From an optimization exercise on the open Yosys and OpenROAD flow, aimed at small area, a short achievable clock period and few clock cycles per item; shortcuts taken in it are not production practice. At most, simulation tests tie the RTL to the original design; equivalence was not proved. Power and IR drop assume default switching activity.

==> lagoon <==
## rs_parity
module rs_parity (
    input  wire       clk,
    input  wire       rst,
    input  wire       s_valid,
    output wire       s_ready,
    input  wire [7:0] s_data,
    input  wire       s_last,
    input  wire [4:0] ecc_len,
    output wire       m_valid,
    input  wire       m_ready,
    output wire [7:0] m_data,
    output wire       m_last
);
export LEC_CHECK = 0
export CAP_MARGIN = 20
export CORE_MARGIN = 2
export CORE_UTILIZATION = 45
export CTS_CLUSTER_DIAMETER = 100
export CTS_CLUSTER_SIZE = 30
export SETUP_SLACK_MARGIN = 5.0
export SLEW_MARGIN = 20
export SYNTH_HIERARCHICAL = 1
create_clock -name core_clock -period 8.0 [get_ports {clk}]
run.sh (not shown) runs the stock make flow with config.mk's settings and CLKGATE_MAP_FILE= SYNTH_SCRIPT=/design/flow/synth_recipe.tcl, a recipe that flattens the netlist after the stock synthesis.
==> garnet: changes against lagoon <==
--- a/flow/design.v
+++ b/flow/design.v
@@ -77,10 +77,11 @@
     reg [8*EMAX-1:0] ob;
     reg [4:0]  ob_e;        
     reg [4:0]  ob_n;        
     reg [4:0]  ob_r;        
     reg        s_ready_r, m_valid_r, m_last_r;
+    reg        ob_free_r;
     reg [7:0]  m_data_r;
     wire [7:0] head_t, head_p, rem0;
     wire [26:0] s_data_x;
     gf_aside_inv u_r0  (.ax(rem0x), .a(rem0));
     assign s_data_x[0] = s_data[2] ^ s_data[4] ^ s_data[6] ^ s_data[7];
@@ -116,22 +117,28 @@
     assign head_p[3] = head_t[2] ^ head_t[3];
     assign head_p[4] = head_t[1] ^ head_t[5] ^ head_t[6] ^ head_t[7];
     assign head_p[5] = head_t[7];
     assign head_p[6] = head_t[1] ^ head_t[2] ^ head_t[4] ^ head_t[7];
     assign head_p[7] = head_t[1] ^ head_t[4] ^ head_t[5] ^ head_t[7];
-    wire ob_free  = (ob_n == ob_e);
+    wire ob_free  = ob_free_r;    
     wire go       = !done || ob_free;
     wire step     = in_v && go;
     wire xfer     = done && ob_free;
     wire accept   = s_valid && s_ready_r;
     wire out_fire = m_valid_r && m_ready;
     wire       in_v_n   = accept || (in_v && !step);
     wire       done_n   = (step && in_last) || (done && !xfer);
     wire [4:0] ob_e_n   = xfer ? done_e : ob_e;
     wire [4:0] ob_n_n   = xfer ? 5'd0 : ob_n + {4'd0, out_fire};
-    wire [4:0] ob_r_n   = (xfer || ob_r == EMAX - 1) ? 5'd0 : ob_r + 5'd1;
-    wire       ob_free_n = (ob_n_n == ob_e_n);
+    wire [4:0] ob_r_inc = (ob_r == EMAX - 1) ? 5'd0 : ob_r + 5'd1;
+    wire [4:0] ob_r_n   = xfer ? 5'd0 : ob_r_inc;
+    wire       n_eq1    = (ob_n + 5'd1 == ob_e);
+    wire       n_eq2    = (ob_n + 5'd2 == ob_e);
+    wire       ob_free_n = !xfer && (out_fire ? n_eq1 : ob_free);
+    wire       m_valid_n = xfer || (!ob_free_n &&
+                           (out_fire ? (ob_r_inc == ob_n + 5'd1) : (ob_r_inc == ob_n)));
+    wire       m_last_n  = xfer ? (done_e == 5'd1) : (out_fire ? n_eq2 : n_eq1);
     assign head_t = xfer ? rem0 : ob[15:8];
     wire [18*15-1:18] gtab_a =
         ({252{eoh[0]}} & 252'h000000000000000000000000000000000000000000000000000000000000000) |
         ({252{eoh[1]}} & 252'h00000000000000000000000000000000000000000000000000000000002DA05) |
         ({252{eoh[2]}} & 252'h0000000000000000000000000000000000000000000000000000003CA17C46D) |
@@ -263,21 +270,23 @@
             ob_n      <= 5'd0;
             ob_r      <= 5'd0;
             s_ready_r <= 1'b1;
             m_valid_r <= 1'b0;
             m_last_r  <= 1'b0;
+            ob_free_r <= 1'b1;
         end else begin
             in_v      <= in_v_n;
             if (accept)
                 inblk <= !s_last;
             done      <= done_n;
             ob_e      <= ob_e_n;
             ob_n      <= ob_n_n;
             ob_r      <= ob_r_n;
             s_ready_r <= !in_v_n || !done_n || ob_free_n;
-            m_valid_r <= !ob_free_n && (ob_r_n == ob_n_n);
-            m_last_r  <= (ob_n_n == ob_e_n - 5'd1);
+            ob_free_r <= ob_free_n;
+            m_valid_r <= m_valid_n;
+            m_last_r  <= m_last_n;
         end
     end
     assign s_ready = s_ready_r;
     assign m_valid = m_valid_r;
     assign m_data  = m_data_r;
CTS_CLUSTER_SIZE = 24   (was 30)
==> yarrow: changes against lagoon <==
==> flow/flow/run.sh (new file) <==
#!/bin/bash
# Layout: the standard flow (standard.sh, unchanged synthesis and steps),
# with the port buffers that placement inserts made plain buffers
# (sky130_fd_sc_hd__buf_2) instead of the delay-cell buffer buffer_ports picks
# by default; the resizer can still size them. Every input and output port is
# still buffered. The whole make output goes to standard.log here; each tool's
# own log is under orfs/logs/.
set -euo pipefail
export BUFFER_PORTS_ARGS="-buffer_cell sky130_fd_sc_hd__buf_2"
bash standard.sh > standard.log 2>&1
==> flow/standard.sh (new file) <==
#!/bin/bash
# synth_recipe.tcl (not shown) runs the flow's synth.tcl, then flattens the netlist and writes it again
# the make line also repeats each setting of config.mk as NAME=value (left out here)
make -C /OpenROAD-flow-scripts/flow DESIGN_CONFIG=/design/flow/config.mk WORK_HOME=/design/flow/orfs CLKGATE_MAP_FILE= SYNTH_SCRIPT=/design/flow/synth_recipe.tcl "${@:-finish}"
removed: flow/run.sh
==> impl_results.md <==
- Register area: between 15000 and 20000 sq um
- Routed wire per std cell: 29.3 um
- Core Region: 101000 sq um
- Via count: approximately 42000
- Status: timing/DRC/antenna clean
- Clock sink total: 630
- Mux contribution to synthesized area: 0.270%
- Comb pwr share: between 60% and 70%
Source of the figures above: garnet

==> impl_results.md <==
- Status: timing/DRC/antenna clean
- Core Region: 101000 sq um
- Routed wire per std cell: 28.7 um
- Mux contribution to synthesized area: 6.31%
- Clock sink total: between 600 and 700
- Register area: ~16000 sq um
- Comb pwr share: 66.4%
- Maximum vdd drop: 0.330 mV
- Via count: 39000
Source of the figures above: lagoon

==> impl_results.md <==
- Status: timing/DRC/antenna clean
- Core Region: around 100000 sq um
- Antenna violations before repair: 3
- Net load switching power: 10.3 mW
- Multi-input logic portion of the cell area: 58.8%
- Minimum clock period: between 3 and 4 ns
- Comb pwr share: between 60% and 70%
- Mux contribution to synthesized area: roughly 6.3%
- Clock sink total: between 600 and 700
Source of the figures above: yarrow

Testbench counts of garnet, summed over its fixed seeds: cycles 12,602, bytes 12,345.
Only the layout flow was run in lagoon and yarrow; the RTL was not checked for function there.

-- afterwards: timing with drivers on the ports --
The flow's constraints put no driver on any port. The routed layouts listed below were extracted and timed again, unchanged, in two steps. Step 1 (the two cells are an assumption about what drives the block):
set clk [get_ports {clk}]
set_driving_cell -lib_cell sky130_fd_sc_hd__clkbuf_16 $clk
set_driving_cell -lib_cell sky130_fd_sc_hd__buf_2 [delete_from_list [all_inputs] $clk]
Step 2 times the ports against the registers' clock, not the clock port: input delays grow and output delays shrink by t, the midpoint of the rising clock arrivals with the driver on. a / b / c = ideal ports / drivers / drivers and shift; a / b = the first two.
| run | shift t [ns] | slack for setup (ns) | pins driven straight from the clock port |
|---|---|---|---|
| lagoon | 0.746 | 4.916 / 4.916 / 4.384 | 1 |
| garnet | 0.715 | 4.889 / 4.889 / 4.388 | 1 |
| yarrow | 0.718 | 4.879 / 4.879 / 4.341 | 1 |
After both steps every run listed still meets setup and hold. For yarrow, which loses most, drivers alone change the setup slack by 0.000 ns; drivers and shift together by -0.538 ns.
